This is an optimization exercise on Yosys and OpenROAD, whose aim is small area, a short achievable clock period and few clock cycles, not a production implementation. No activity file was given, so power comes from the tool's default toggle rates.

==> 03-08 <==
Design prc, start of the top module:
module prc (
    input  wire        clk,
    input  wire        rst,             
    input  wire        op_valid,
    input  wire [31:0] op_word,
    output wire        op_ready,
    output reg         resp_valid,
    output reg  [3:0]  resp_code,
    output reg  [15:0] resp_data,
    output reg         ev_pot_write,    
    output reg         ev_gen_freq,     
    output reg         ev_gen_on,       
    output reg         ev_gen_off,      
    output reg         ev_adc_restart,  
    output reg         ev_announce,     
    output wire        out_en,
    output wire [7:0]  pot_pos,
    output wire [15:0] gen_freq
);
    localparam [15:0] DEF_FREQ = 16'd28000;
    localparam [29:0] M_STEP   = 30'd15625;                
    localparam [29:0] M_MAX    = 30'd1023984375;           
    reg [15:0] cfg_freq;
    reg [12:0] cfg_power;
    reg        cfg_runmode;
    reg [15:0] cfg_runticks;
    reg        cfg_ctlmode;
    reg [1:0]  in1_action, in2_action;
    reg        in1_announce, in2_announce;
    reg [15:0] st_freq;
    reg [9:0]  st_duty;
    reg [15:0] st_cur;
    reg [15:0] st_pwr;
    reg [6:0]  st_pos;
    reg [15:0] st_countdown;
    reg        st_en;
    reg        st_estop;
    reg [31:0] pwm_on, pwm_per;
    reg        on_sat, per_sat;
    reg [32:0] pwm_m;           
    reg [6:0]  pwm_ml;          
    reg [1:0]  pwm_phase;
    reg [15:0] cap_t;           
    reg [15:0] cap_low;         
    reg [15:0] pe_d;            
    reg        pe_s2, pe_s3;    
    reg [31:0] adc_sum;
    reg        adc_sat;
    reg [1:0]  adc_ext;         
    reg [15:0] adc_cnt;
    reg        busy;
    reg [5:0]  tcnt;
    reg        m_f, m_a, m_h, m_d, m_pa, m_c, m_pp, m_l, q_d;
    reg        m_f0, m_f16, m_hc;
    reg        m_div;                
    reg        t_early;              
    reg        f_ovf, no_pwm, no_adc, p_ovf;
    reg [6:0]  p_r;
    reg [6:0]  p_xr;            
    reg [10:0] p_xa;            
    localparam [3:0] C_SETFREQ = 4'd1, C_SETPWR = 4'd2, C_SETRUN = 4'd3, C_SETCTL = 4'd4,
                     C_SETBIND = 4'd5, C_TURNON = 4'd6, C_TURNOFF = 4'd7, C_SETESTOP = 4'd8,
                     C_SETPOS = 4'd9, C_READREG = 4'd10, C_TICK = 4'd11, C_PWMEDGE = 4'd12,
                     C_ADCDONE = 4'd13, C_INEDGE = 4'd14;
  ...
clock: 12.0 ns
lec_check: 0
cap_margin: 20
core_margin: 2
core_utilization: 40
cts_buf_list: sky130_fd_sc_hd__clkbuf_8
cts_cluster_diameter: 60
cts_cluster_size: 16
place_density: 0.6
slew_margin: 20
standard.sh (not shown) runs the stock make flow with config.mk's settings and CLKGATE_MAP_FILE= SYNTH_SCRIPT=/design/flow/synth_recipe.tcl, a recipe that flattens the netlist after the stock synthesis.
==> flow/flow/run.sh <==
#!/bin/bash
set -euo pipefail
bash standard.sh SETUP_SLACK_MARGIN=7.8 finish > standard_make.log 2>&1
==> 07-10 (differences from 03-08) <==
--- a/flow/design.v
+++ b/flow/design.v
@@ -71,18 +71,17 @@
     reg        pe_s2, pe_s3;    
     reg [31:0] adc_sum;
     reg        adc_sat;
     reg [1:0]  adc_ext;         
     reg [15:0] adc_cnt;
     reg        busy;
     reg [5:0]  tcnt;
     reg        m_f, m_a, m_h, m_d, m_pa, m_c, m_pp, m_l, q_d;
-    reg        m_f0, m_f16, m_hc;
-    reg        m_div;                
+    reg        m_f0, m_f16, m_hc;    
     reg        t_early;              
     reg        f_ovf, no_pwm, no_adc, p_ovf;
     reg [6:0]  p_r;
     reg [6:0]  p_xr;            
     reg [10:0] p_xa;            
     localparam [3:0] C_SETFREQ = 4'd1, C_SETPWR = 4'd2, C_SETRUN = 4'd3, C_SETCTL = 4'd4,
                      C_SETBIND = 4'd5, C_TURNON = 4'd6, C_TURNOFF = 4'd7, C_SETESTOP = 4'd8,
                      C_SETPOS = 4'd9, C_READREG = 4'd10, C_TICK = 4'd11, C_PWMEDGE = 4'd12,
@@ -136,17 +135,17 @@
     wire op_setbind = acc && (ir_code == C_SETBIND);
     wire op_turnon  = acc && (ir_code == C_TURNON);
     wire op_turnoff = acc && (ir_code == C_TURNOFF);
     wire op_setestop= acc && (ir_code == C_SETESTOP);
     wire op_setpos  = acc && (ir_code == C_SETPOS);
     wire op_readreg = acc && (ir_code == C_READREG);
     wire op_tick    = acc && (ir_code == C_TICK);
     wire op_pwmedge = acc && (ir_code == C_PWMEDGE);
-    wire op_adcdone = ir_adc;
+    wire op_adcdone = acc && (ir_code == C_ADCDONE);
     wire op_inedge  = acc && (ir_code == C_INEDGE);
     wire op_good    = acc && (ir_code != 4'd0);
     wire setfreq_rng = (w_imm < 16'd20000) || (w_imm > 16'd40000);
     wire setpwr_rng  = (w_imm > 16'd5000);
     wire setrun_rng  = w_b16 && zimm;
     wire err_res   = acc && (ir_code == 4'd0);
     wire err_estop = op_turnon && st_estop;
     wire err_rng   = (op_setfreq && setfreq_rng) || (op_setpwr && setpwr_rng) ||
@@ -194,18 +193,19 @@
     wire        pe_m_max  = (pe_m == M_MAX);
     wire [7:0]  pe_ml_s   = {1'b0, pwm_ml} + 8'd9;
     wire [5:0]  tn     = op_tick ? {5'd0, t_early} : tcnt + 6'd1;
     wire        busy_n = op_tick || (busy && !m_l);
     wire        m_l_n  = busy && (tn == 6'd35);
     wire [31:0] per_v  = pwm_per | {32{per_sat}};
     wire [31:0] on_v   = pwm_on  | {32{on_sat}};
     wire        sgn   = pwm_m[32];
+    wire        m_div = m_f || m_d;
     wire [33:0] sa_a  = m_div ? {pwm_m, pwm_ml[6]} :
-                        ir_adc ? {2'b0, adc_sum} : {2'b0, pwm_m[31:0]};
+                        (ir_adc && !m_h) ? {2'b0, adc_sum} : {2'b0, pwm_m[31:0]};
     wire [33:0] sa_b  = !(m_div || m_h) ? (ir_adc ? {24'd0, ir_imm[9:0]} : {27'd0, 7'd122}) :
                         m_h ? (m_hc ? {2'b0, on_v} : 34'd0) :
                         sgn ? {2'b0, per_v} : ~{2'b0, per_v};
     wire [33:0] sa_s  = sa_a + sa_b + {33'd0, m_div ? !sgn : !m_h && !ir_adc && pe_ml_s[7]};
     wire        sa_q  = !sa_s[32];
     wire        sa_qz = sa_q && !no_pwm;       
     wire        av_q  = pe_sum[32];
     wire [15:0] av_r  = av_q ? pe_sum[15:0] : av_sh[15:0];
@@ -236,17 +236,17 @@
     wire        pwr_lt  = (pwr_f < {3'd0, cfg_power});
     wire        reg_dn  = st_en && !cfg_ctlmode && pwr_gt && (duty_f != 10'd0) && (st_pos != 7'd0);
     wire        reg_up  = st_en && !cfg_ctlmode && pwr_lt && (duty_f <= 10'd900) && (st_pos != 7'd100);
     wire [15:0] cd_next = (st_countdown == 16'd0) ? 16'd0 : st_countdown - 16'd1;
     wire        cd_run  = st_en && cfg_runmode;
     wire        cd_end  = cd_run && (cd_next == 16'd0);
     always @(posedge clk) begin
         ir_code <= i_code;
-        ir_adc  <= (i_code == C_ADCDONE) && op_valid && op_ready && !rst;
+        ir_adc  <= (i_code == C_ADCDONE);
         ir_f    <= op_word[21:16];
         ir_imm  <= op_word[15:0];
         if (rst) begin
             ir_valid     <= 1'b0;
             cfg_freq     <= DEF_FREQ;
             cfg_power    <= 13'd0;
             cfg_runmode  <= 1'b0;
             cfg_runticks <= 16'd1;
@@ -276,17 +276,17 @@
             adc_sat      <= 1'b0;
             adc_ext      <= 2'd0;
             adc_cnt      <= 16'd0;
             busy         <= 1'b0;
             r_ready      <= 1'b1;
             m_f <= 1'b0; m_a <= 1'b0; m_h <= 1'b0; m_d <= 1'b0;
             m_pa <= 1'b0; m_c <= 1'b0; m_pp <= 1'b0; m_l <= 1'b0;
             t_early      <= 1'b0;
-            m_f0 <= 1'b0; m_f16 <= 1'b0; m_hc <= 1'b0; m_div <= 1'b0;
+            m_f0 <= 1'b0; m_f16 <= 1'b0; m_hc <= 1'b0;
             resp_valid   <= 1'b0;
         end else begin
             ir_valid       <= op_valid && op_ready;
             r_ready        <= (!busy_n || m_l_n) && !(op_valid && op_ready && (i_code == C_TICK));
             resp_valid     <= acc && !op_tick;
             resp_code      <= {2'd0, err_estop || err_rng, err_estop || err_res};
             resp_data      <= op_readreg ? rd_data : 16'd0;
             ev_pot_write   <= op_setpos;
@@ -362,33 +362,31 @@
                 st_pwr <= 16'd0;
                 p_r    <= 7'd0;
                 p_xr   <= 7'd3;
                 p_xa   <= 11'd0;
             end
             if (busy || op_tick) begin
                 tcnt <= tn;
                 m_f  <= (tn <= 6'd16);
-                m_div <= (tn <= 6'd16) || ((tn >= 6'd24) && (tn <= 6'd33));
                 m_f0 <= (tn == 6'd0);
                 m_f16 <= (tn == 6'd16);
                 m_hc <= (tn >= 6'd17) && (tn <= 6'd23) && (tn != 6'd18);
                 m_a  <= (tn >= 6'd1) && (tn <= 6'd18);
                 m_h  <= (tn >= 6'd17) && (tn <= 6'd23);
                 m_d  <= (tn >= 6'd24) && (tn <= 6'd33);
                 m_pa <= (tn >= 6'd2) && (tn <= 6'd19);
                 m_c  <= (tn == 6'd20);
                 m_pp <= (tn >= 6'd25) && (tn <= 6'd34);
                 m_l  <= (tn == 6'd35);
                 q_d  <= m_a ? av_q : sa_qz;
             end
             if (op_valid && op_ready && (i_code == C_TICK) && !pe_rise2 && !rst) begin
                 t_early <= 1'b1;
                 m_f     <= 1'b1;
-                m_div   <= 1'b1;
                 m_f0    <= 1'b1;
                 m_f16   <= 1'b0;
             end else if (op_tick) begin
                 t_early <= 1'b0;
             end
             if (m_f) begin
                 pwm_m  <= m_f16 ? 33'd0 : sa_s[32:0];
                 pwm_ml <= {pwm_ml[5:0], 1'b0};
CTS_BUF_LIST = default   (was sky130_fd_sc_hd__clkbuf_8)
CTS_CLUSTER_DIAMETER = default   (was 60)
CTS_CLUSTER_SIZE = default   (was 16)
==> notes.md <==
Maximum frequency is about the same in 03-08 and 07-10. Total power: 07-10 is larger than 03-08 (about 17%). Between 07-10 and 03-08, the lower design area is in 07-10 (gap 0.97%, measured against 03-08). Register-to-register slack: 07-10 is worse than 03-08 (0.03 ns). Between 07-10 and 03-08, the lower worst hold slack is in 03-08 (gap 0.0062 ns). In 07-10 the sequential cell count is lower than in 03-08, by 1.
==> figures <==
Outcome: 07-10 timing/DRC/antenna clean; 03-08 timing/DRC/antenna clean
Setup slack of the critical path after layout: 07-10 7.86 ns; 03-08 7.86 ns
Clock distribution power: 07-10 1.60 mW; 03-08 1.12 mW
WP depth: 07-10 16; 03-08 10
Worst Path Max Fanout: 07-10 34; 03-08 6
Number of distinct library cells after synthesis: 07-10 87; 03-08 96
Critical Path AT: 07-10 4.51 ns; 03-08 4.66 ns
Antenna violations before repair: 07-10 2; 03-08 3
Count of clock tree sinks: 07-10 448; 03-08 449
Final-layout worst hold slack: 07-10 0.454 ns; 03-08 0.448 ns
DR WL met3: 07-10 5580 µm; 03-08 6630 µm
X dimension of the die: 07-10 269 µm; 03-08 273 µm
Largest stage delay on the critical path: 07-10 0.49 ns; 03-08 0.56 ns
No run of this note included a check of the RTL's function; only the layout flow was run.

==> inputs of violet <==
prc, a different RTL version from the one above (not shown whole).
## prc
module prc (
    input  wire        clk,
    input  wire        rst,             
    input  wire        op_valid,
    input  wire [31:0] op_word,
    output wire        op_ready,
    output reg         resp_valid,
    output reg  [3:0]  resp_code,
    output reg  [15:0] resp_data,
    output reg         ev_pot_write,    
    output reg         ev_gen_freq,     
    output reg         ev_gen_on,       
    output reg         ev_gen_off,      
    output reg         ev_adc_restart,  
    output reg         ev_announce,     
    output wire        out_en,
    output wire [7:0]  pot_pos,
    output wire [15:0] gen_freq
);
    localparam [15:0] DEF_FREQ = 16'd28000;
    localparam [29:0] M_STEP   = 30'd15625;                
    localparam [29:0] M_MAX    = 30'd1023984375;           
    reg [15:0] cfg_freq;
    reg [12:0] cfg_power;
    reg        cfg_runmode;
    reg [15:0] cfg_runticks;
    reg        cfg_ctlmode;
    reg [1:0]  in1_action, in2_action;
    reg        in1_announce, in2_announce;
    reg [15:0] st_freq;
    reg [9:0]  st_duty;
    reg [15:0] st_cur;
    reg [15:0] st_pwr;
    reg [6:0]  st_pos;
    reg [15:0] st_countdown;
    reg        st_en;
    reg        st_estop;
    reg [31:0] pwm_on, pwm_per;
    reg        on_sat, per_sat;
    reg [32:0] pwm_m;           
    reg [6:0]  pwm_ml;          
  ...
clock: 12.0 ns
lec_check: 0
cap_margin: 20
core_margin: 2
core_utilization: 40
cts_buf_list: sky130_fd_sc_hd__clkbuf_8
cts_cluster_diameter: 50
cts_cluster_size: 14
place_density: 0.6
slew_margin: 20
Scripts as last shown in full above: flow/flow/run.sh
==> nickel (differences from violet) <==
--- a/flow/design.v
+++ b/flow/design.v
@@ -72,17 +72,20 @@
     reg [31:0] adc_sum;
     reg        adc_sat;
     reg [1:0]  adc_ext;         
     reg [15:0] adc_cnt;
     reg        busy;
     reg [5:0]  tcnt;
-    reg        m_f, m_a, m_h, m_d, m_pa, m_c, m_pp, m_l, q_d;
-    reg        m_f0, m_f16, m_hc;    
+    reg        m_f, m_a, m_h1, m_h2, m_d, m_pa, m_c, m_pp, m_l, q_d;
+    reg        m_f0, m_f16;          
+    reg        m_div;                
     reg        t_early;              
     reg        f_ovf, no_pwm, no_adc, p_ovf;
     reg [6:0]  p_r;
+    reg [6:0]  p_xr;            
+    reg [10:0] p_xa;            
     localparam [3:0] C_SETFREQ = 4'd1, C_SETPWR = 4'd2, C_SETRUN = 4'd3, C_SETCTL = 4'd4,
                      C_SETBIND = 4'd5, C_TURNON = 4'd6, C_TURNOFF = 4'd7, C_SETESTOP = 4'd8,
                      C_SETPOS = 4'd9, C_READREG = 4'd10, C_TICK = 4'd11, C_PWMEDGE = 4'd12,
                      C_ADCDONE = 4'd13, C_INEDGE = 4'd14;
     reg        ir_valid;
     reg        ir_adc;          
@@ -135,13 +138,13 @@
     wire op_turnoff = acc && (ir_code == C_TURNOFF);
     wire op_setestop= acc && (ir_code == C_SETESTOP);
     wire op_setpos  = acc && (ir_code == C_SETPOS);
     wire op_readreg = acc && (ir_code == C_READREG);
     wire op_tick    = acc && (ir_code == C_TICK);
     wire op_pwmedge = acc && (ir_code == C_PWMEDGE);
-    wire op_adcdone = acc && (ir_code == C_ADCDONE);
+    wire op_adcdone = ir_adc;
     wire op_inedge  = acc && (ir_code == C_INEDGE);
     wire op_good    = acc && (ir_code != 4'd0);
     wire setfreq_rng = (w_imm < 16'd20000) || (w_imm > 16'd40000);
     wire setpwr_rng  = (w_imm > 16'd5000);
     wire setrun_rng  = w_b16 && zimm;
     wire err_res   = acc && (ir_code == 4'd0);
@@ -189,35 +192,35 @@
     wire [32:0] pe_sum    = {1'b0, pe_opa} + {1'b0, pe_opb} + {32'd0, m_a};
     wire [29:0] pe_m      = {pwm_m[22:0], pwm_ml};
     wire        pe_m_max  = (pe_m == M_MAX);
     wire [7:0]  pe_ml_s   = {1'b0, pwm_ml} + 8'd9;
     wire [5:0]  tn     = op_tick ? {5'd0, t_early} : tcnt + 6'd1;
     wire        busy_n = op_tick || (busy && !m_l);
-    wire        m_l_n  = busy && (tn == 6'd35);
+    wire        m_l_n  = busy && (tn == 6'd30);
     wire [31:0] per_v  = pwm_per | {32{per_sat}};
     wire [31:0] on_v   = pwm_on  | {32{on_sat}};
     wire        sgn   = pwm_m[32];
-    wire        m_div = m_f || m_d;
     wire [33:0] sa_a  = m_div ? {pwm_m, pwm_ml[6]} :
-                        (ir_adc && !m_h) ? {2'b0, adc_sum} : {2'b0, pwm_m[31:0]};
-    wire [33:0] sa_b  = !(m_div || m_h) ? (ir_adc ? {24'd0, ir_imm[9:0]} : {27'd0, 7'd122}) :
-                        m_h ? (m_hc ? {2'b0, on_v} : 34'd0) :
-                        sgn ? {2'b0, per_v} : ~{2'b0, per_v};
-    wire [33:0] sa_s  = sa_a + sa_b + {33'd0, m_div ? !sgn : !m_h && !ir_adc && pe_ml_s[7]};
+                        ir_adc ? {2'b0, adc_sum} :
+                        m_h2 ? {{6{sgn}}, pwm_m[32:5]} : {sgn, pwm_m};
+    wire [33:0] sa_b  = m_div ? (sgn ? {2'b0, per_v} : ~{2'b0, per_v}) :
+                        m_h1 ? ~{2'b0, on_v} : m_h2 ? {2'b0, on_v} :
+                        ir_adc ? {24'd0, ir_imm[9:0]} : {27'd0, 7'd122};
+    wire [33:0] sa_s  = sa_a + sa_b + {33'd0, m_div ? !sgn : m_h1 || (!m_h2 && !ir_adc && pe_ml_s[7])};
     wire        sa_q  = !sa_s[32];
     wire        sa_qz = sa_q && !no_pwm;       
     wire        av_q  = pe_sum[32];
     wire [15:0] av_r  = av_q ? pe_sum[15:0] : av_sh[15:0];
     wire [6:0]  on_r;
     wire [17:0] on_q;
     prc_div u_on (
         .b     (q_d),
         .r_in  (p_r),
-        .x_r   (m_pp ? adc_sum[6:0] : 7'd3),
+        .x_r   (p_xr),
         .q_in  (st_pwr),
-        .x_a   (m_pp ? adc_cnt[10:0] : 11'd0),
+        .x_a   (p_xa),
         .r_out (on_r),
         .q_out (on_q)
     );
     wire [16:0] avg      = adc_sum[16:0];
     wire        cur_zero = no_adc || (avg <= 17'd512);
     wire        cur_sat  = adc_sum[17] || (avg >= 17'd66048);
@@ -236,13 +239,13 @@
     wire        reg_up  = st_en && !cfg_ctlmode && pwr_lt && (duty_f <= 10'd900) && (st_pos != 7'd100);
     wire [15:0] cd_next = (st_countdown == 16'd0) ? 16'd0 : st_countdown - 16'd1;
     wire        cd_run  = st_en && cfg_runmode;
     wire        cd_end  = cd_run && (cd_next == 16'd0);
     always @(posedge clk) begin
         ir_code <= i_code;
-        ir_adc  <= (i_code == C_ADCDONE);
+        ir_adc  <= (i_code == C_ADCDONE) && op_valid && op_ready && !rst;
         ir_f    <= op_word[21:16];
         ir_imm  <= op_word[15:0];
         if (rst) begin
             ir_valid     <= 1'b0;
             cfg_freq     <= DEF_FREQ;
             cfg_power    <= 13'd0;
@@ -273,16 +276,16 @@
             adc_sum      <= 32'd0;
             adc_sat      <= 1'b0;
             adc_ext      <= 2'd0;
             adc_cnt      <= 16'd0;
             busy         <= 1'b0;
             r_ready      <= 1'b1;
-            m_f <= 1'b0; m_a <= 1'b0; m_h <= 1'b0; m_d <= 1'b0;
+            m_f <= 1'b0; m_a <= 1'b0; m_h1 <= 1'b0; m_h2 <= 1'b0; m_d <= 1'b0;
             m_pa <= 1'b0; m_c <= 1'b0; m_pp <= 1'b0; m_l <= 1'b0;
             t_early      <= 1'b0;
-            m_f0 <= 1'b0; m_f16 <= 1'b0; m_hc <= 1'b0;
+            m_f0 <= 1'b0; m_f16 <= 1'b0; m_div <= 1'b0;
             resp_valid   <= 1'b0;
         end else begin
             ir_valid       <= op_valid && op_ready;
             r_ready        <= (!busy_n || m_l_n) && !(op_valid && op_ready && (i_code == C_TICK));
             resp_valid     <= acc && !op_tick;
             resp_code      <= {2'd0, err_estop || err_rng, err_estop || err_res};
@@ -356,50 +359,56 @@
             if (op_tick) begin
                 busy   <= 1'b1;
                 no_adc <= (adc_cnt == 16'd0);
                 if (adc_sat) adc_sum <= 32'hFFFFFFFF;
                 st_pwr <= 16'd0;
                 p_r    <= 7'd0;
+                p_xr   <= 7'd3;
+                p_xa   <= 11'd0;
             end
             if (busy || op_tick) begin
                 tcnt <= tn;
                 m_f  <= (tn <= 6'd16);
+                m_div <= (tn <= 6'd16) || ((tn >= 6'd19) && (tn <= 6'd28));
                 m_f0 <= (tn == 6'd0);
                 m_f16 <= (tn == 6'd16);
-                m_hc <= (tn >= 6'd17) && (tn <= 6'd23) && (tn != 6'd18);
                 m_a  <= (tn >= 6'd1) && (tn <= 6'd18);
-                m_h  <= (tn >= 6'd17) && (tn <= 6'd23);
-                m_d  <= (tn >= 6'd24) && (tn <= 6'd33);
+                m_h1 <= (tn == 6'd17);
+                m_h2 <= (tn == 6'd18);
+                m_d  <= (tn >= 6'd19) && (tn <= 6'd28);
                 m_pa <= (tn >= 6'd2) && (tn <= 6'd19);
                 m_c  <= (tn == 6'd20);
-                m_pp <= (tn >= 6'd25) && (tn <= 6'd34);
-                m_l  <= (tn == 6'd35);
+                m_pp <= (tn >= 6'd21) && (tn <= 6'd29);
+                m_l  <= (tn == 6'd30);
                 q_d  <= m_a ? av_q : sa_qz;
             end
             if (op_valid && op_ready && (i_code == C_TICK) && !pe_rise2 && !rst) begin
                 t_early <= 1'b1;
                 m_f     <= 1'b1;
+                m_div   <= 1'b1;
                 m_f0    <= 1'b1;
                 m_f16   <= 1'b0;
             end else if (op_tick) begin
                 t_early <= 1'b0;
             end
             if (m_f) begin
-                pwm_m  <= m_f16 ? 33'd0 : sa_s[32:0];
-                pwm_ml <= {pwm_ml[5:0], 1'b0};
+                pwm_m  <= m_f16 ? {3'd0, on_v[31:2]} : sa_s[32:0];
+                pwm_ml <= m_f16 ? {on_v[1:0], 5'd0} : {pwm_ml[5:0], 1'b0};
                 if (m_f0) begin
                     f_ovf  <= sa_q;
                     no_pwm <= (pwm_per == 32'd0) && !per_sat;
                 end else begin
                     st_freq <= {st_freq[14:0], sa_qz};
                 end
             end
-            if (m_h) begin
-                pwm_m  <= {1'b0, sa_s[32:1]};
-                pwm_ml <= {sa_s[0], pwm_ml[6:1]};
+            if (m_h1) begin
+                pwm_m  <= sa_s[32:0];
+                pwm_ml <= {sa_s[4:0], pwm_ml[6:5]};
             end
+            if (m_h2)
+                pwm_m  <= sa_s[32:0];
             if (m_d) begin
                 pwm_m   <= sa_s[32:0];
                 pwm_ml  <= {pwm_ml[5:0], 1'b0};
                 st_duty <= {st_duty[8:0], sa_qz};
             end
             if (m_a) begin
@@ -409,16 +418,16 @@
             if (m_pa) begin
                 st_pwr <= on_q[15:0];
                 p_r    <= on_r;
             end
             if (m_c) begin
                 st_cur        <= cur_v;
-                adc_cnt[10:0] <= cur_a;
-                adc_sum[6:0]  <= cur_r;
-                st_pwr        <= 16'd0;
-                p_r           <= 7'd0;
+                p_xa          <= cur_a;
+                p_xr          <= cur_r;
+                st_pwr        <= q_d ? {5'd0, cur_a} : 16'd0;
+                p_r           <= q_d ? cur_r : 7'd0;
                 p_ovf         <= 1'b0;
             end
             if (m_pp) begin
                 st_pwr <= on_q[15:0];
                 p_r    <= on_r;
                 if (on_q[17:16] != 2'd0) p_ovf <= 1'b1;
==> flow/flow/run.sh (replaced) <==
#!/bin/bash
set -euo pipefail
bash standard.sh SETUP_SLACK_MARGIN=8.1 finish > standard_make.log 2>&1
CORE_UTILIZATION = 55   (was 40)
CTS_CLUSTER_DIAMETER = 60   (was 50)
CTS_CLUSTER_SIZE = 16   (was 14)
PLACE_DENSITY = 0.7   (was 0.6)
==> delta (differences from violet) <==
--- a/flow/design.v
+++ b/flow/design.v
@@ -73,27 +73,23 @@
     reg        adc_sat;
     reg [1:0]  adc_ext;         
     reg [15:0] adc_cnt;
     reg        busy;
     reg [5:0]  tcnt;
     reg        m_f, m_a, m_h, m_d, m_pa, m_c, m_pp, m_l, q_d;
-    reg        m_f0, m_f16, m_hc;    
-    reg        t_early;              
     reg        f_ovf, no_pwm, no_adc, p_ovf;
     reg [6:0]  p_r;
     localparam [3:0] C_SETFREQ = 4'd1, C_SETPWR = 4'd2, C_SETRUN = 4'd3, C_SETCTL = 4'd4,
                      C_SETBIND = 4'd5, C_TURNON = 4'd6, C_TURNOFF = 4'd7, C_SETESTOP = 4'd8,
                      C_SETPOS = 4'd9, C_READREG = 4'd10, C_TICK = 4'd11, C_PWMEDGE = 4'd12,
                      C_ADCDONE = 4'd13, C_INEDGE = 4'd14;
     reg        ir_valid;
-    reg        ir_adc;          
     reg [3:0]  ir_code;
     reg [5:0]  ir_f;            
     reg [15:0] ir_imm;          
-    reg        r_ready;
-    assign op_ready = r_ready;
+    assign op_ready = !busy && !(ir_valid && (ir_code == C_TICK));
     assign out_en   = st_en;
     assign pot_pos  = {1'b0, st_pos};
     assign gen_freq = cfg_freq;
     wire [7:0]  i_op  = op_word[31:24];
     wire        i_b16 = op_word[16];
     wire        i_idok = op_word[20] ^ op_word[21];
@@ -122,12 +118,13 @@
         endcase
     end
     wire [15:0] w_imm = ir_imm;
     wire [1:0]  w_id  = ir_f[5:4];
     wire        w_b16 = ir_f[0];
     wire        zimm  = (w_imm == 16'd0);
+    wire        ir_adc = (ir_code == C_ADCDONE);
     wire acc = ir_valid;
     wire op_setfreq = acc && (ir_code == C_SETFREQ);
     wire op_setpwr  = acc && (ir_code == C_SETPWR);
     wire op_setrun  = acc && (ir_code == C_SETRUN);
     wire op_setctl  = acc && (ir_code == C_SETCTL);
     wire op_setbind = acc && (ir_code == C_SETBIND);
@@ -180,36 +177,33 @@
     wire pe_rise1 = op_pwmedge && (pwm_phase == 2'd1) && w_b16;
     wire pe_rise2 = op_pwmedge && pwm_phase[1] && w_b16;
     wire [16:0] pe_sub    = (pe_s2 ? {1'b0, pe_d} : {1'b0, w_imm}) -
                             (pe_s2 ? {1'b0, cap_low} : {1'b0, cap_t});
     wire [15:0] pe_diff   = pe_sub[15:0];                   
     wire [15:0] pe_ontime = pe_sub[16] ? 16'd0 : pe_sub[15:0];
-    wire [16:0] av_sh     = {adc_ext, adc_sum[31:17]};
-    wire [31:0] pe_opa    = m_a ? {15'd0, av_sh} : pe_s2 ? pwm_per : pwm_on;
-    wire [31:0] pe_opb    = m_a ? {16'hFFFF, ~adc_cnt} : {16'd0, pe_d};
-    wire [32:0] pe_sum    = {1'b0, pe_opa} + {1'b0, pe_opb} + {32'd0, m_a};
+    wire [32:0] pe_sum    = {1'b0, pe_s2 ? pwm_per : pwm_on} + {17'd0, pe_d};
     wire [29:0] pe_m      = {pwm_m[22:0], pwm_ml};
     wire        pe_m_max  = (pe_m == M_MAX);
     wire [7:0]  pe_ml_s   = {1'b0, pwm_ml} + 8'd9;
-    wire [5:0]  tn     = op_tick ? {5'd0, t_early} : tcnt + 6'd1;
-    wire        busy_n = op_tick || (busy && !m_l);
-    wire        m_l_n  = busy && (tn == 6'd35);
+    wire [5:0]  tn     = tcnt + 6'd1;
     wire [31:0] per_v  = pwm_per | {32{per_sat}};
     wire [31:0] on_v   = pwm_on  | {32{on_sat}};
+    wire        h_c   = (tcnt != 6'd18);                  
     wire        sgn   = pwm_m[32];
     wire        m_div = m_f || m_d;
     wire [33:0] sa_a  = m_div ? {pwm_m, pwm_ml[6]} :
-                        (ir_adc && !m_h) ? {2'b0, adc_sum} : {2'b0, pwm_m[31:0]};
-    wire [33:0] sa_b  = !(m_div || m_h) ? (ir_adc ? {24'd0, ir_imm[9:0]} : {27'd0, 7'd122}) :
-                        m_h ? (m_hc ? {2'b0, on_v} : 34'd0) :
+                        (ir_adc && !busy) ? {2'b0, adc_sum} : {2'b0, pwm_m[31:0]};
+    wire [33:0] sa_b  = !busy ? (ir_adc ? {24'd0, ir_imm[9:0]} : {27'd0, 7'd122}) :
+                        m_h ? (h_c ? {2'b0, on_v} : 34'd0) :
                         sgn ? {2'b0, per_v} : ~{2'b0, per_v};
-    wire [33:0] sa_s  = sa_a + sa_b + {33'd0, m_div ? !sgn : !m_h && !ir_adc && pe_ml_s[7]};
+    wire [33:0] sa_s  = sa_a + sa_b + {33'd0, busy ? (m_div && !sgn) : (!ir_adc && pe_ml_s[7])};
     wire        sa_q  = !sa_s[32];
-    wire        sa_qz = sa_q && !no_pwm;       
-    wire        av_q  = pe_sum[32];
-    wire [15:0] av_r  = av_q ? pe_sum[15:0] : av_sh[15:0];
+    wire [16:0] av_sh = {adc_ext, adc_sum[31:17]};
+    wire [17:0] av_s  = {1'b0, av_sh} - {2'b0, adc_cnt};
+    wire        av_q  = !av_s[17];
+    wire [15:0] av_r  = av_q ? av_s[15:0] : av_sh[15:0];
     wire [6:0]  on_r;
     wire [17:0] on_q;
     prc_div u_on (
         .b     (q_d),
         .r_in  (p_r),
         .x_r   (m_pp ? adc_sum[6:0] : 7'd3),
@@ -225,24 +219,23 @@
     wire        r_lo     = (p_r < 7'd36);
     wire [15:0] cur_v    = cur_zero ? 16'd0 : cur_sat ? 16'hFFFF : avg_m[15:0];
     wire [10:0] cur_a    = cur_zero ? 11'd0 : cur_sat ? 11'd1572 :
                            (st_pwr[10:0] - (r_lo ? 11'd13 : 11'd12));
     wire [6:0]  cur_r    = cur_zero ? 7'd0 : cur_sat ? 7'd105 :
                            (r_lo ? p_r + 7'd89 : p_r - 7'd36);
-    wire [9:0]  duty_f  = st_duty;
-    wire [15:0] pwr_f   = st_pwr | {16{p_ovf}};
+    wire [9:0]  duty_f  = no_pwm ? 10'd0 : st_duty;
+    wire [15:0] pwr_f   = no_pwm ? 16'd0 : p_ovf ? 16'hFFFF : st_pwr;
     wire        pwr_gt  = (pwr_f > {3'd0, cfg_power});
     wire        pwr_lt  = (pwr_f < {3'd0, cfg_power});
     wire        reg_dn  = st_en && !cfg_ctlmode && pwr_gt && (duty_f != 10'd0) && (st_pos != 7'd0);
     wire        reg_up  = st_en && !cfg_ctlmode && pwr_lt && (duty_f <= 10'd900) && (st_pos != 7'd100);
     wire [15:0] cd_next = (st_countdown == 16'd0) ? 16'd0 : st_countdown - 16'd1;
     wire        cd_run  = st_en && cfg_runmode;
     wire        cd_end  = cd_run && (cd_next == 16'd0);
     always @(posedge clk) begin
         ir_code <= i_code;
-        ir_adc  <= (i_code == C_ADCDONE);
         ir_f    <= op_word[21:16];
         ir_imm  <= op_word[15:0];
         if (rst) begin
             ir_valid     <= 1'b0;
             cfg_freq     <= DEF_FREQ;
             cfg_power    <= 13'd0;
@@ -272,21 +265,17 @@
             pe_s3        <= 1'b0;
             adc_sum      <= 32'd0;
             adc_sat      <= 1'b0;
             adc_ext      <= 2'd0;
             adc_cnt      <= 16'd0;
             busy         <= 1'b0;
-            r_ready      <= 1'b1;
             m_f <= 1'b0; m_a <= 1'b0; m_h <= 1'b0; m_d <= 1'b0;
             m_pa <= 1'b0; m_c <= 1'b0; m_pp <= 1'b0; m_l <= 1'b0;
-            t_early      <= 1'b0;
-            m_f0 <= 1'b0; m_f16 <= 1'b0; m_hc <= 1'b0;
             resp_valid   <= 1'b0;
         end else begin
             ir_valid       <= op_valid && op_ready;
-            r_ready        <= (!busy_n || m_l_n) && !(op_valid && op_ready && (i_code == C_TICK));
             resp_valid     <= acc && !op_tick;
             resp_code      <= {2'd0, err_estop || err_rng, err_estop || err_res};
             resp_data      <= op_readreg ? rd_data : 16'd0;
             ev_pot_write   <= op_setpos;
             ev_gen_freq    <= op_setfreq && !setfreq_rng;
             ev_gen_on      <= turn_on;
@@ -352,58 +341,50 @@
                 adc_sum <= sa_s[31:0];
                 if (sa_s[32]) adc_sat <= 1'b1;
                 adc_cnt <= (adc_cnt == 16'hFFFF) ? 16'hFFFF : adc_cnt + 16'd1;
             end
             if (op_tick) begin
                 busy   <= 1'b1;
+                tcnt   <= 6'd0;
+                m_f <= 1'b1; m_a <= 1'b1; m_h <= 1'b0; m_d <= 1'b0;
+                m_pa <= 1'b0; m_c <= 1'b0; m_pp <= 1'b0; m_l <= 1'b0;
                 no_adc <= (adc_cnt == 16'd0);
                 if (adc_sat) adc_sum <= 32'hFFFFFFFF;
                 st_pwr <= 16'd0;
                 p_r    <= 7'd0;
             end
-            if (busy || op_tick) begin
+            if (busy) begin
                 tcnt <= tn;
                 m_f  <= (tn <= 6'd16);
-                m_f0 <= (tn == 6'd0);
-                m_f16 <= (tn == 6'd16);
-                m_hc <= (tn >= 6'd17) && (tn <= 6'd23) && (tn != 6'd18);
-                m_a  <= (tn >= 6'd1) && (tn <= 6'd18);
+                m_a  <= (tn <= 6'd17);
                 m_h  <= (tn >= 6'd17) && (tn <= 6'd23);
                 m_d  <= (tn >= 6'd24) && (tn <= 6'd33);
-                m_pa <= (tn >= 6'd2) && (tn <= 6'd19);
-                m_c  <= (tn == 6'd20);
+                m_pa <= (tn >= 6'd1) && (tn <= 6'd18);
+                m_c  <= (tn == 6'd19);
                 m_pp <= (tn >= 6'd25) && (tn <= 6'd34);
                 m_l  <= (tn == 6'd35);
-                q_d  <= m_a ? av_q : sa_qz;
-            end
-            if (op_valid && op_ready && (i_code == C_TICK) && !pe_rise2 && !rst) begin
-                t_early <= 1'b1;
-                m_f     <= 1'b1;
-                m_f0    <= 1'b1;
-                m_f16   <= 1'b0;
-            end else if (op_tick) begin
-                t_early <= 1'b0;
+                q_d  <= m_a ? av_q : sa_q;
             end
             if (m_f) begin
-                pwm_m  <= m_f16 ? 33'd0 : sa_s[32:0];
+                pwm_m  <= (tcnt == 6'd16) ? 33'd0 : sa_s[32:0];
                 pwm_ml <= {pwm_ml[5:0], 1'b0};
-                if (m_f0) begin
+                if (tcnt == 6'd0) begin
                     f_ovf  <= sa_q;
-                    no_pwm <= (pwm_per == 32'd0) && !per_sat;
+                    no_pwm <= (pe_m == 30'd0) || ((pwm_per == 32'd0) && !per_sat);
                 end else begin
-                    st_freq <= {st_freq[14:0], sa_qz};
+                    st_freq <= {st_freq[14:0], sa_q};
                 end
             end
             if (m_h) begin
                 pwm_m  <= {1'b0, sa_s[32:1]};
                 pwm_ml <= {sa_s[0], pwm_ml[6:1]};
             end
             if (m_d) begin
                 pwm_m   <= sa_s[32:0];
                 pwm_ml  <= {pwm_ml[5:0], 1'b0};
-                st_duty <= {st_duty[8:0], sa_qz};
+                st_duty <= {st_duty[8:0], sa_q};
             end
             if (m_a) begin
                 {adc_ext, adc_sum[31:18]} <= av_r;
                 adc_sum[17:0] <= {adc_sum[16:0], av_q};
             end
             if (m_pa) begin
@@ -423,13 +404,13 @@
                 p_r    <= on_r;
                 if (on_q[17:16] != 2'd0) p_ovf <= 1'b1;
             end
             if (m_l) begin
                 busy    <= 1'b0;
                 m_l     <= 1'b0;
-                st_freq <= st_freq | {16{f_ovf && !no_pwm}};
+                st_freq <= no_pwm ? 16'd0 : f_ovf ? 16'hFFFF : st_freq;
                 st_duty <= duty_f;
                 st_pwr  <= pwr_f;
                 pwm_on  <= 32'd0;
                 pwm_per <= 32'd0;
                 on_sat  <= 1'b0;
                 per_sat <= 1'b0;
==> flow/run.sh (new file) <==
#!/bin/bash
# synth_recipe.tcl (not shown) runs the flow's synth.tcl, then flattens the netlist and writes it again
# the make line also repeats each setting of config.mk as NAME=value (left out here)
make -C /OpenROAD-flow-scripts/flow DESIGN_CONFIG=/design/flow/config.mk WORK_HOME=/design/flow/orfs CLKGATE_MAP_FILE= SYNTH_SCRIPT=/design/flow/synth_recipe.tcl finish
CTS_BUF_LIST = not set   (was sky130_fd_sc_hd__clkbuf_8)
CTS_CLUSTER_DIAMETER = not set   (was 50)
CTS_CLUSTER_SIZE = not set   (was 14)
removed: flow/flow/run.sh
removed: flow/standard.sh
==> notes.md <==
Die Area: violet 74320 sq um; delta 73280 sq um; nickel 55030 sq um
Beginning of the worst hold path: violet st_cur[2]; delta st_cur[0]; nickel t_early
Library cell contributing the largest single delay on the critical path: violet sky130_fd_sc_hd__clkdlybuf4s50_1; delta sky130_fd_sc_hd__nand3_1; nickel sky130_fd_sc_hd__or4b_4
Fraction of layout instances using a drive strength above 1: violet 11.24%; delta 6.343%; nickel 12.77%
Core footprint: violet 71490 sq um; delta 70270 sq um; nickel 52550 sq um
Met2 Usage GRT: violet 39.53%; delta 37.94%; nickel 54.93%
Setup slack at placement: violet 6.524 ns; delta 6.292 ns; nickel 6.816 ns
Via count of the first global-routing pass: violet 24980; delta 24510; nickel 25970
Fill cell total of the finished layout: violet 7144; delta 6956; nickel 4525
Die outline height: violet 272.6 microns; delta 270.7 microns; nickel 234.6 microns
Flop+latch power: violet 1.50 mW; delta 1.48 mW; nickel 1.57 mW
Post CTS Setup Buffer Count: violet 18; delta 0; nickel 28
Post-route insts no fill: violet 4520; delta 4519; nickel 4322
Core Rows: violet 98; delta 97; nickel 84
Via/cell ratio: violet 6.136; delta 5.939; nickel 6.575
Synth Area in Adders: violet 5.592%; delta 6.597%; nickel 5.486%
Reg2reg start: violet ir_imm[8]; delta tcnt[2]; nickel on_sat
Result of the run: violet finished clean; delta finished clean; nickel finished clean
Final non-filler cell area: violet 32680 sq um; delta 31790 sq um; nickel 33130 sq um
Non-clock buffer share of cell area: violet 4.978%; delta 3.747%; nickel 6.371%
Share of cell area taken by multi-input logic gates: violet 56.45%; delta 55.72%; nickel 56.45%
Pwr Total: violet 2.998 mW; delta 3.241 mW; nickel 2.800 mW
Element type at the critical path start: violet flop; delta flop; nickel primary input
Area of all sequential standard cells: violet 9550 sq um; delta 9394 sq um; nickel 10150 sq um
Count of multi-input gates: violet 2750; delta 2788; nickel 2813
Start-to-end type of the worst setup path: violet flop to output pin; delta flop to flop; nickel primary input to flop
No functional check of the RTL was part of any run of this note.

[what the ideal ports hide]
In the flow no input, the clock included, has a driving cell. The finished layouts below were timed again as built, in two steps.
Step 1 (the two cells are an assumption about what drives the block):
set clk [get_ports {clk}]
set_driving_cell -lib_cell sky130_fd_sc_hd__clkbuf_16 $clk
set_driving_cell -lib_cell sky130_fd_sc_hd__buf_2 [delete_from_list [all_inputs] $clk]
Step 2 times the ports against the registers' clock, not the clock port: input delays grow and output delays shrink by t, the midpoint of the rising clock arrivals with the driver on.
a / b / c = no drivers / after step 1 / after step 2; a / b = the first two.
| run | t (ns) | setup WS [ns] | clock arrival spread, ns |
|---|---|---|---|
| 03-08 | 0.722 | 7.864 / 7.804 / 7.185 | 0.067 / 0.067 |
| 07-10 | 0.675 | 7.858 / 7.798 / 7.320 | 0.043 / 0.043 |
| violet | 0.766 | 7.831 / 7.767 / 7.141 | 0.050 / 0.051 |
| nickel | 0.696 | 7.900 / 7.923 / 7.227 | 0.050 / 0.050 |
| delta | 0.667 | 6.223 / 6.223 / 6.223 | 0.035 / 0.035 |
After both steps setup and hold are still met in every run listed. For violet, which loses most, drivers alone change the setup slack by -0.064 ns; drivers and shift together by -0.690 ns.
